Context: an optimization exercise on an open-source flow, tuned for small area, a short achievable clock period and few clock cycles per item. The choices shown serve that exercise and are no tape-out recipe. Function was checked by simulation only, so behaviour that the tests miss may differ from the original. Power and IR drop assume default switching activity.

<file path="design/flow/config.mk">
export PLATFORM = sky130hd
export DESIGN_NAME = envelope_generator
export DESIGN_NICKNAME = envelope_generator
export VERILOG_FILES = /design/flow/design.v
export SDC_FILE = /design/flow/constraint.sdc
export NUM_CORES = 4
export LEC_CHECK = 0
export CAP_MARGIN = 20
export CORE_MARGIN = 2
export CORE_UTILIZATION = 40
export SLEW_MARGIN = 20
export SYNTH_MEMORY_MAX_BITS = 65536
</file>
<file path="design/flow/constraint.sdc">
create_clock -name core_clock -period 15.0 [get_ports {clk}]
set_input_delay 3.0000 -clock core_clock [delete_from_list [all_inputs] [get_ports {clk}]]
set_output_delay 3.0000 -clock core_clock [all_outputs]
set_load 0.01 [all_outputs]
</file>
<file path="design/flow/design.v">
module attack_step_rom (
    input  wire [5:0] addr,
    output reg  [26:0] data
);
    always @(*) begin
        case (addr)
            6'd0: data = 27'd0;
            6'd1: data = 27'd0;
            6'd2: data = 27'd0;
            6'd3: data = 27'd0;
            6'd4: data = 27'd244;
            6'd5: data = 27'd305;
            6'd6: data = 27'd366;
            6'd7: data = 27'd427;
            6'd8: data = 27'd489;
            6'd9: data = 27'd611;
            6'd10: data = 27'd733;
            6'd11: data = 27'd855;
            6'd12: data = 27'd978;
            6'd13: data = 27'd1222;
            6'd14: data = 27'd1467;
            6'd15: data = 27'd1711;
            6'd16: data = 27'd1956;
            6'd17: data = 27'd2445;
            6'd18: data = 27'd2934;
            6'd19: data = 27'd3423;
            6'd20: data = 27'd3912;
            6'd21: data = 27'd4890;
            6'd22: data = 27'd5868;
            6'd23: data = 27'd6846;
            6'd24: data = 27'd7825;
            6'd25: data = 27'd9779;
            6'd26: data = 27'd11736;
            6'd27: data = 27'd13689;
            6'd28: data = 27'd15650;
            6'd29: data = 27'd19554;
            6'd30: data = 27'd23465;
            6'd31: data = 27'd27369;
            6'd32: data = 27'd31298;
            6'd33: data = 27'd39109;
            6'd34: data = 27'd46923;
            6'd35: data = 27'd54738;
            6'd36: data = 27'd62597;
            6'd37: data = 27'd78198;
            6'd38: data = 27'd93703;
            6'd39: data = 27'd109320;
            6'd40: data = 27'd125246;
            6'd41: data = 27'd156076;
            6'd42: data = 27'd187406;
            6'd43: data = 27'd218014;
            6'd44: data = 27'd250286;
            6'd45: data = 27'd310559;
            6'd46: data = 27'd372976;
            6'd47: data = 27'd434783;
            6'd48: data = 27'd500573;
            6'd49: data = 27'd611141;
            6'd50: data = 27'd714433;
            6'd51: data = 27'd800917;
            6'd52: data = 27'd884734;
            6'd53: data = 27'd1079250;
            6'd54: data = 27'd1289612;
            6'd55: data = 27'd1463214;
            6'd56: data = 27'd1636282;
            6'd57: data = 27'd1976289;
            6'd58: data = 27'd2341142;
            6'd59: data = 27'd2669724;
            6'd60: data = 27'd2983809;
            6'd61: data = 27'd3170297;
            6'd62: data = 27'd3170297;
            6'd63: data = 27'd67108864;
            default: data = 27'd0;
        endcase
    end
endmodule
module decay_step_rom (
    input  wire [5:0] addr,
    output reg  [17:0] data
);
    always @(*) begin
        case (addr)
            6'd0: data = 18'd0;
            6'd1: data = 18'd0;
            6'd2: data = 18'd0;
            6'd3: data = 18'd0;
            6'd4: data = 18'd17;
            6'd5: data = 18'd21;
            6'd6: data = 18'd25;
            6'd7: data = 18'd29;
            6'd8: data = 18'd34;
            6'd9: data = 18'd42;
            6'd10: data = 18'd51;
            6'd11: data = 18'd59;
            6'd12: data = 18'd68;
            6'd13: data = 18'd85;
            6'd14: data = 18'd102;
            6'd15: data = 18'd119;
            6'd16: data = 18'd136;
            6'd17: data = 18'd170;
            6'd18: data = 18'd204;
            6'd19: data = 18'd238;
            6'd20: data = 18'd273;
            6'd21: data = 18'd341;
            6'd22: data = 18'd409;
            6'd23: data = 18'd477;
            6'd24: data = 18'd546;
            6'd25: data = 18'd682;
            6'd26: data = 18'd819;
            6'd27: data = 18'd955;
            6'd28: data = 18'd1092;
            6'd29: data = 18'd1364;
            6'd30: data = 18'd1637;
            6'd31: data = 18'd1910;
            6'd32: data = 18'd2184;
            6'd33: data = 18'd2729;
            6'd34: data = 18'd3274;
            6'd35: data = 18'd3820;
            6'd36: data = 18'd4368;
            6'd37: data = 18'd5457;
            6'd38: data = 18'd6539;
            6'd39: data = 18'd7629;
            6'd40: data = 18'd8741;
            6'd41: data = 18'd10892;
            6'd42: data = 18'd13079;
            6'd43: data = 18'd15215;
            6'd44: data = 18'd17467;
            6'd45: data = 18'd21674;
            6'd46: data = 18'd26030;
            6'd47: data = 18'd30344;
            6'd48: data = 18'd34935;
            6'd49: data = 18'd42652;
            6'd50: data = 18'd49861;
            6'd51: data = 18'd55897;
            6'd52: data = 18'd61747;
            6'd53: data = 18'd75322;
            6'd54: data = 18'd90004;
            6'd55: data = 18'd102120;
            6'd56: data = 18'd114199;
            6'd57: data = 18'd137928;
            6'd58: data = 18'd163392;
            6'd59: data = 18'd186324;
            6'd60: data = 18'd208245;
            6'd61: data = 18'd221260;
            6'd62: data = 18'd221260;
            6'd63: data = 18'd221260;
            default: data = 18'd0;
        endcase
    end
endmodule
module envelope_generator (
    input  wire        clk,
    input  wire        rst,           
    input  wire        cmd_valid,
    output wire        cmd_ready,
    input  wire [1:0]  cmd_op,        
    input  wire [4:0]  cmd_voice,     
    input  wire [3:0]  cmd_ar,        
    input  wire [3:0]  cmd_d1r,       
    input  wire [3:0]  cmd_d2r,       
    input  wire [3:0]  cmd_rr,        
    input  wire [3:0]  cmd_dl,        
    input  wire [3:0]  cmd_krs,       
    input  wire [3:0]  cmd_oct,       
    input  wire        cmd_oct_lsb,   
    output reg         rsp_valid,
    output reg  [9:0]  rsp_level,     
    output reg         rsp_stop       
);
    localparam NUM_VOICES = 28;
    localparam [1:0] OP_TICK   = 2'd0;
    localparam [1:0] OP_RECALC = 2'd1;
    localparam [1:0] OP_KEYON  = 2'd2;
    localparam [1:0] OP_KEYOFF = 2'd3;
    localparam [1:0] ATTACK  = 2'd0;
    localparam [1:0] DECAY1  = 2'd1;
    localparam [1:0] DECAY2  = 2'd2;
    localparam [1:0] RELEASE = 2'd3;
    localparam [27:0] EG_CEIL     = 28'd67043328;    
    localparam [27:0] DECAY1_SKIP = 28'd67108864;    
    assign cmd_ready = 1'b1;
    wire accept = cmd_valid && cmd_ready;
    reg [1:0]  eg_state [0:NUM_VOICES-1];
    reg [25:0] eg_vol   [0:NUM_VOICES-1];
    reg [26:0] eg_ar    [0:NUM_VOICES-1];
    reg [17:0] eg_d1r   [0:NUM_VOICES-1];
    reg [17:0] eg_d2r   [0:NUM_VOICES-1];
    reg [17:0] eg_rr    [0:NUM_VOICES-1];
    reg [3:0]  eg_thr   [0:NUM_VOICES-1];
    wire signed [3:0] oct = cmd_oct - 4'd1;                
    wire signed [7:0] key_rate = (cmd_krs == 4'd15) ? 8'sd0
                               : (oct + $signed({4'b0, cmd_krs})) * 8'sd2
                                 + $signed({7'b0, cmd_oct_lsb});
    function automatic [5:0] rate_index(input [3:0] code, input signed [7:0] kr);
        reg signed [8:0] i;
        begin
            i = $signed({3'b0, code, 2'b0}) + kr;
            if (code == 4'd0)
                rate_index = 6'd0;
            else if (code == 4'd15)
                rate_index = 6'd63;
            else if (i < 0)
                rate_index = 6'd0;
            else if (i > 63)
                rate_index = 6'd63;
            else
                rate_index = i[5:0];
        end
    endfunction
    wire [26:0] new_ar;
    wire [17:0] new_d1r, new_d2r, new_rr;
    attack_step_rom u_ar  (.addr(rate_index(cmd_ar,  key_rate)), .data(new_ar));
    decay_step_rom  u_d1r (.addr(rate_index(cmd_d1r, key_rate)), .data(new_d1r));
    decay_step_rom  u_d2r (.addr(rate_index(cmd_d2r, key_rate)), .data(new_d2r));
    decay_step_rom  u_rr  (.addr(rate_index(cmd_rr,  key_rate)), .data(new_rr));
    wire [3:0] new_thr = 4'd15 - cmd_dl;
    wire [1:0]  cur_state = eg_state[cmd_voice];
    wire [25:0] cur_vol   = eg_vol[cmd_voice];
    wire [26:0] cur_ar    = eg_ar[cmd_voice];
    wire [17:0] cur_d1r   = eg_d1r[cmd_voice];
    wire [17:0] cur_d2r   = eg_d2r[cmd_voice];
    wire [17:0] cur_rr    = eg_rr[cmd_voice];
    wire [3:0]  cur_thr   = eg_thr[cmd_voice];
    reg [1:0]  next_state;
    reg [25:0] next_vol;
    reg        stop;
    reg [27:0] sum;
    always @(*) begin
        next_state = cur_state;
        next_vol   = cur_vol;
        stop       = 1'b0;
        sum        = {2'b0, cur_vol} + {1'b0, cur_ar};
        case (cur_state)
            ATTACK: begin
                if (sum >= EG_CEIL) begin
                    next_vol   = EG_CEIL[25:0];
                    next_state = ({10'b0, cur_d1r} >= DECAY1_SKIP) ? DECAY2 : DECAY1;
                end else begin
                    next_vol = sum[25:0];
                end
            end
            DECAY1: begin
                next_vol = (cur_vol > {8'b0, cur_d1r}) ? cur_vol - {8'b0, cur_d1r} : 26'd0;
                if (next_vol[25:16] <= {cur_thr, 6'b0})
                    next_state = DECAY2;
            end
            DECAY2: begin
                next_vol = (cur_vol > {8'b0, cur_d2r}) ? cur_vol - {8'b0, cur_d2r} : 26'd0;
            end
            default: begin   
                next_vol = (cur_vol > {8'b0, cur_rr}) ? cur_vol - {8'b0, cur_rr} : 26'd0;
                stop     = (next_vol == 26'd0);
            end
        endcase
    end
    integer v;
    always @(posedge clk) begin
        if (rst) begin
            for (v = 0; v < NUM_VOICES; v = v + 1) begin
                eg_state[v] <= ATTACK;
                eg_vol[v]   <= 26'd0;
                eg_ar[v]    <= 27'd0;      
                eg_d1r[v]   <= 18'd0;      
                eg_d2r[v]   <= 18'd0;
                eg_rr[v]    <= 18'd0;
                eg_thr[v]   <= 4'd15;
            end
            rsp_valid <= 1'b0;
            rsp_level <= 10'd0;
            rsp_stop  <= 1'b0;
        end else begin
            rsp_valid <= 1'b0;
            if (accept) begin
                case (cmd_op)
                    OP_TICK: begin
                        eg_state[cmd_voice] <= next_state;
                        eg_vol[cmd_voice]   <= next_vol;
                        rsp_valid <= 1'b1;
                        rsp_level <= next_vol[25:16];
                        rsp_stop  <= stop;
                    end
                    OP_RECALC, OP_KEYON: begin
                        eg_ar[cmd_voice]  <= new_ar;
                        eg_d1r[cmd_voice] <= new_d1r;
                        eg_d2r[cmd_voice] <= new_d2r;
                        eg_rr[cmd_voice]  <= new_rr;
                        eg_thr[cmd_voice] <= new_thr;
                        if (cmd_op == OP_KEYON) begin
                            eg_state[cmd_voice] <= ATTACK;
                            eg_vol[cmd_voice]   <= 26'd0;
                        end
                    end
                    default: begin   
                        eg_state[cmd_voice] <= RELEASE;
                    end
                endcase
            end
        end
    end
endmodule
</file>
<file path="design/flow/run.sh">
#!/bin/bash
# synth_recipe.tcl (not shown) runs the flow's synth.tcl, then flattens the netlist and writes it again
# the make line also repeats each setting of config.mk as NAME=value (left out here)
make -C /OpenROAD-flow-scripts/flow DESIGN_CONFIG=/design/flow/config.mk WORK_HOME=/design/flow/orfs CLKGATE_MAP_FILE= SYNTH_SCRIPT=/design/flow/synth_recipe.tcl finish
</file>
==> run notes <==
Final layout:
- The ratio of cells with drive above 1 in the final layout is 0.171.
- The finished cells cover 179,000 sq um.
- Relative to the synthesized area, the layout overhead comes to 11.9%.
- The layout has approximately 35,000 filler cells.
- In the final layout, flip-flops and latches occupy 105,000 sq um.
- The non-filler instance count after layout is 16,800.
- The footprint of the multi-input gates is 51,400 sq um.
- In the layout the commonest cells are sky130_fd_sc_hd__edfxtp_1, sky130_fd_sc_hd__nor2_1, sky130_fd_sc_hd__mux4_2.
- The most common cell after layout, fill and taps aside is sky130_fd_sc_hd__edfxtp_1.
- The final layout contains 11,500 nets.
- Measured on the finished design, the core utilization comes to 0.449.

Logic synthesis:
- The portion of the post-synthesis area used by sequential elements is 0.656.
- Of the total synthesized cell area, the portion taken by XOR and XNOR cells is 0.00481.
- The gate count of the mapped netlist is around 12,000.
- Yosys mapped a number of flops with a built-in enable equal to 3,488.
- Of the total synthesized cell area, the portion taken by AND, OR, NAND and NOR gates is 0.0981.
- Averaged over all synthesized cells, the footprint is ~14 sq um.
- The register bit count reported by yosys is 3,500.
- The dominant combinational cell family by area after synthesis is multiplexers.
- After synthesis the cells add up to around 160,000 sq um.
- Among all flip-flop cells after synthesis, the most frequent one is sky130_fd_sc_hd__edfxtp_1.
- The netlist uses 93 different library cells.
- The net count after synthesis is between 10,000 and 15,000.
- Of the total synthesized cell area, the portion taken by full adders, half adders and majority gates is 0.0119.
- The mux cell area share after synthesis is 0.122.
- The yosys synthesis warning count is 3.
- The async set-reset flop share out of synthesis is 0.
- The complex-gate fraction of the synthesized area is 0.0759.

Hold path:
- The type of the tightest min-delay check is flip-flop to flip-flop.
- The launch point of the worst hold path is rsp_level[7].

Worst setup path:
- The element type at the critical path start is a primary input.
- The sort of element at the end of the critical path is a flip-flop.
- Tracing the worst setup path back leads to its startpoint at cmd_voice[3].
- Walking the worst path, the cells encountered are clkdlybuf4s50_1 > nor2b_1 > nor2b_4 > buf_4 > buf_4 > a22oi_1 > and4_1 > ha_1 > a21o_1 > nor2b_1 > o32a_1 > o21a_1 > nor4_1 > nor2_1 > ha_1 > nor2b_1 > o21a_1 > o21ai_0 > nand2b_1 > o311ai_0 > a31oi_4 > o21ai_0.
- At the worst endpoint, the required time is about 16 ns.
- The worst register-to-register path has a setup slack of about 7.5 ns.
- The startpoint-to-endpoint class of the critical path is primary input to flip-flop.
- In this design, the stage delay of the slowest critical-path cell is ~1.1 ns.
- Along the worst path, the maximum fanout reaches 29.
- Among all stages on the critical path, the largest delay is contributed by sky130_fd_sc_hd__clkdlybuf4s50_1.
- The buffer and inverter count on the worst path is 3.
- The cell that appears most often on the critical path is sky130_fd_sc_hd__nor2b_1.
- The startpoint identified for the worst register-to-register timing path is eg_vol[31][1].
- The signal arrival time at the worst endpoint is roughly 12 ns.
- Broken down by cell family, the worst path's largest delay share belongs to compound AO/OA/AOI/OAI gates.

Pwr:
- The portion of total power attributed to the clock network is 0.336.
- Of the total power, registers draw 0.421.
- The internal power summed over all cells is 18.2 mW.
- The switching power total is between 9 and 10 mW.
- Of the total power, the share spent switching nets is 0.334.
- Dividing total power by cell area gives a power density of about 150 nW/um^2.
- Of the total power, combinational logic draws 0.243.
- The peak supply drop is 114 uV.
- The leakage power total is around 59 nW.
- The total power is 27.4 mW.

STA:
- The smallest clock period supported by the final layout is computed as 11.22 ns.
- After routing, the total negative slack on setup checks comes to 0 ns.
- In this run the tightest slew margin relative to its limit is 0.167.
- The number of slew-limit violations in the final report is 0.
- Dividing the final minimum period by the clock period gives 0.748.
- Static timing analysis puts the maximum clock frequency at ~0.089 GHz.
- Setup repair after global routing left no endpoint under its margin.
- Across the routed clock network, the largest skew measured is between 0.1 and 0.15 ns.
- After layout, the worst setup slack is around 3.8 ns.
- At the pin with the least slew margin, the transition time is 1.22 ns.
- The number of endpoints with negative hold slack in the final report is 0.
- The final-report setup violation count is 0.
- The worst hold-check slack is ~0.46 ns.

Global route:
- The number of antenna violations at the first check in global routing is 23.
- The maximum number of pins on one net before global-route repair is 129.
- For this run, the total global-route usage over all layers was measured as 0.288.
- After global routing the overflow that remains totals 0.
- The global-route wire length before repair is 828,000 um.
- The via count of the first global-routing pass is roughly 110k.

Route:
- Summed over all layers, the routed wires come to 598,000 um.
- In this run, the number of DRC markers left after iteration 0 of detailed routing was around 18,000.
- The number of vias after detailed routing is approximately 110k.
- The first TritonRoute pass finished after 7 iterations.
- The routed length per placed instance is ~36 um.
- After detailed routing, the number of vias per cell comes to 6.52.
- In the routed design, unresolved DRC markers number 0.
- The residual antenna-violating net count after detailed routing is 0.

Place:
- The count of port buffers added during placement is 50.
- The cell area after placement is about 170,000 sq um.
- The total instance count after detailed placement is between 15,000 and 20,000.
- The total half-perimeter wirelength after legalization and detailed placement is between 300,000 and 400,000 um.
- The placer's final routability congestion estimate is between 0.9 and 1.
- The pre-CTS setup slack is between 3 and 4 ns.

CTS:
- The clock latency on the worst-skew pair is approximately 1 ns.
- Counting along the longest clock path gives a buffer depth of 4.
- The total of hold buffers inserted after clock tree synthesis is 0.
- The CTS tree is built.
- CTS built an H-tree with a depth of 5.
- The total of cells resized after clock tree synthesis is 0.
- The clock root buffer master is sky130_fd_sc_hd__clkbuf_16.
- Clock-pin slew was measured on the worst setup and hold paths at 0.06 ns.
- The TritonCTS sink count is roughly 3,500.
- The number of post-CTS setup repair buffers is 0.
- The TritonCTS buffer count is about 370.

Floorplan:
- In this run the count of I/O pins placed on the die edge is 52.
- The initial utilization of the core area, before any placement, comes to 0.401.
- In this run the vertical extent of the chip is ~640 um.
- The number of standard-cell rows in the floorplan is ~230.
- The x dimension of the die is 637 um.
- The die covers roughly 410,000 sq um.
- In this run the standard cell core region covers approximately 400,000 sq um.

Job:
- Max-cap violations in this run came to 0.

Outcome:
- The run finished with no timing, DRC or antenna violations.
cells in the mapped netlist, types with 22 or more instances:
master                     count  area [sq um]
sky130_fd_sc_hd__and4_1       59           517
sky130_fd_sc_hd__inv_1       139           522
sky130_fd_sc_hd__buf_1       140           526
sky130_fd_sc_hd__nand2_1     504          1890
sky130_fd_sc_hd__o22ai_1     131           820
sky130_fd_sc_hd__o21a_1       22           165
sky130_fd_sc_hd__clkbuf_1    796          2990
sky130_fd_sc_hd__nand3_1     119           596
sky130_fd_sc_hd__a22oi_1     376          2820
sky130_fd_sc_hd__nand4_1      65           407
sky130_fd_sc_hd__xor2_1       33           289
sky130_fd_sc_hd__nor3_1      101           505
sky130_fd_sc_hd__mux2i_1     169          1690
sky130_fd_sc_hd__xnor2_1      55           482
sky130_fd_sc_hd__nand2b_1     80           500
sky130_fd_sc_hd__mux4_2      792         17800
sky130_fd_sc_hd__a221oi_1     22           193
sky130_fd_sc_hd__o211ai_1     50           375
sky130_fd_sc_hd__a21oi_1     635          3180
sky130_fd_sc_hd__o21bai_1     42           315
sky130_fd_sc_hd__ha_1        138          1730
sky130_fd_sc_hd__edfxtp_1   3488        105000
sky130_fd_sc_hd__nor2_1     2654          9960
sky130_fd_sc_hd__a31oi_1      31           194
sky130_fd_sc_hd__a211oi_1    134          1010
sky130_fd_sc_hd__nor4_1       50           313
sky130_fd_sc_hd__buf_2       118           591
sky130_fd_sc_hd__o21ai_0     142           711
sky130_fd_sc_hd__buf_4        28           210
sky130_fd_sc_hd__a21o_1       52           390
cell families (layout without fill, tap and decap cells):
family	Yosys count	in the layout
XOR/XNOR	88	88
AND/OR/NAND/NOR	3773	3773
multiplexers	961	961
other	1	4
adder cells (fa/ha/maj)	147	147
buffers and inverters	1239	1240
flip-flops	3500	3500
AO/OA/AOI/OAI	1855	1855
worst register-to-register path, delay by kind of cell, from the launching register on:
family | cells | cell delay [ns]
buffers and inverters | 2 | 0.50
muxes | 1 | 0.49
xor gates and xnor gates | 1 | 0.21
and+or+nand+nor | 6 | 1.35
adders and majority gates | 2 | 0.73
AOI/OAI and AO/OA | 10 | 3.59
DFF | 1 | 0.35
state kept, by name, summed over array words and instances, names as in the netlist:
register / count
rsp_valid: 1
eg_d2r: 576
eg_vol: 832
eg_d1r: 576
rsp_stop: 1
eg_state: 64
eg_rr: 576
rsp_level: 10
eg_thr: 128
eg_ar: 736
final timing paths:
kind / endpoint / cells after the start
setup / recovery: eg_state[30][1] / 22
hold / removal: rsp_level[7] / 2
hold reg to reg: rsp_level[7] / 2
setup reg to reg: eg_state[30][1] / 22
layout make-up:
cell class	count	area share
flip-flops and latches	3500	0.586
multi-input cells	6825	0.287
clock buffers	443	0.0534
well taps	5265	0.0368
repair buffers	435	0.0209
clock inverters	223	0.0133
inverters	139	0.00291
diodes	3	0.0000419
per-layer routing:
layer | vias up | wire, um | GRT usage
met5 | - | 161 | 0
met3 | 1512 | 77000 | 0.0657
li1 | 43300 | - | -
met1 | 56500 | 213000 | 0.381
met2 | 8358 | 277000 | 0.457
met4 | 26 | 30400 | 0.122
power by group through the flow:
| stage | Clock [mW] | Combinational [mW] | Sequential (mW) |
|---|---|---|---|
| after floorplan | 0 | 3.97 | 11.7 |
| after global placement | 0 | 6.38 | 11.7 |
| after detailed placement | 0 | 6.46 | 11.7 |
| after CTS | 9.23 | 6.48 | 11.5 |
| after global routing | 9.60 | 7.00 | 11.6 |
| final | 9.20 | 6.66 | 11.5 |
Testbench counts, summed over its fixed seeds: cycles 45,858, cmds 45,850.

## afterwards: timing with drivers on the ports
The flow's constraints put no driver on any port. The routed layout listed below was extracted and timed again, unchanged, in two steps. Step 1, drivers: a clkbuf_16 drives clk and a buf_2 each remaining input, both assumed. Step 2 also shifts input and output timing later by t, the mid clock arrival at the registers, as if the neighbouring blocks saw the same clock. a / b / c = ideal / step 1 / step 2; a / b = the first two.
t, ns: 1.087
setup slack, ns: 3.781 / 3.791 / 2.704
hold WS [ns]: 0.458 / 0.458 / 0.458
cell pins on the clock port's net: 1
After both steps this run still meets setup and hold. The setup slack of this run moves by +0.010 ns with the drivers and by -1.077 ns with both steps.
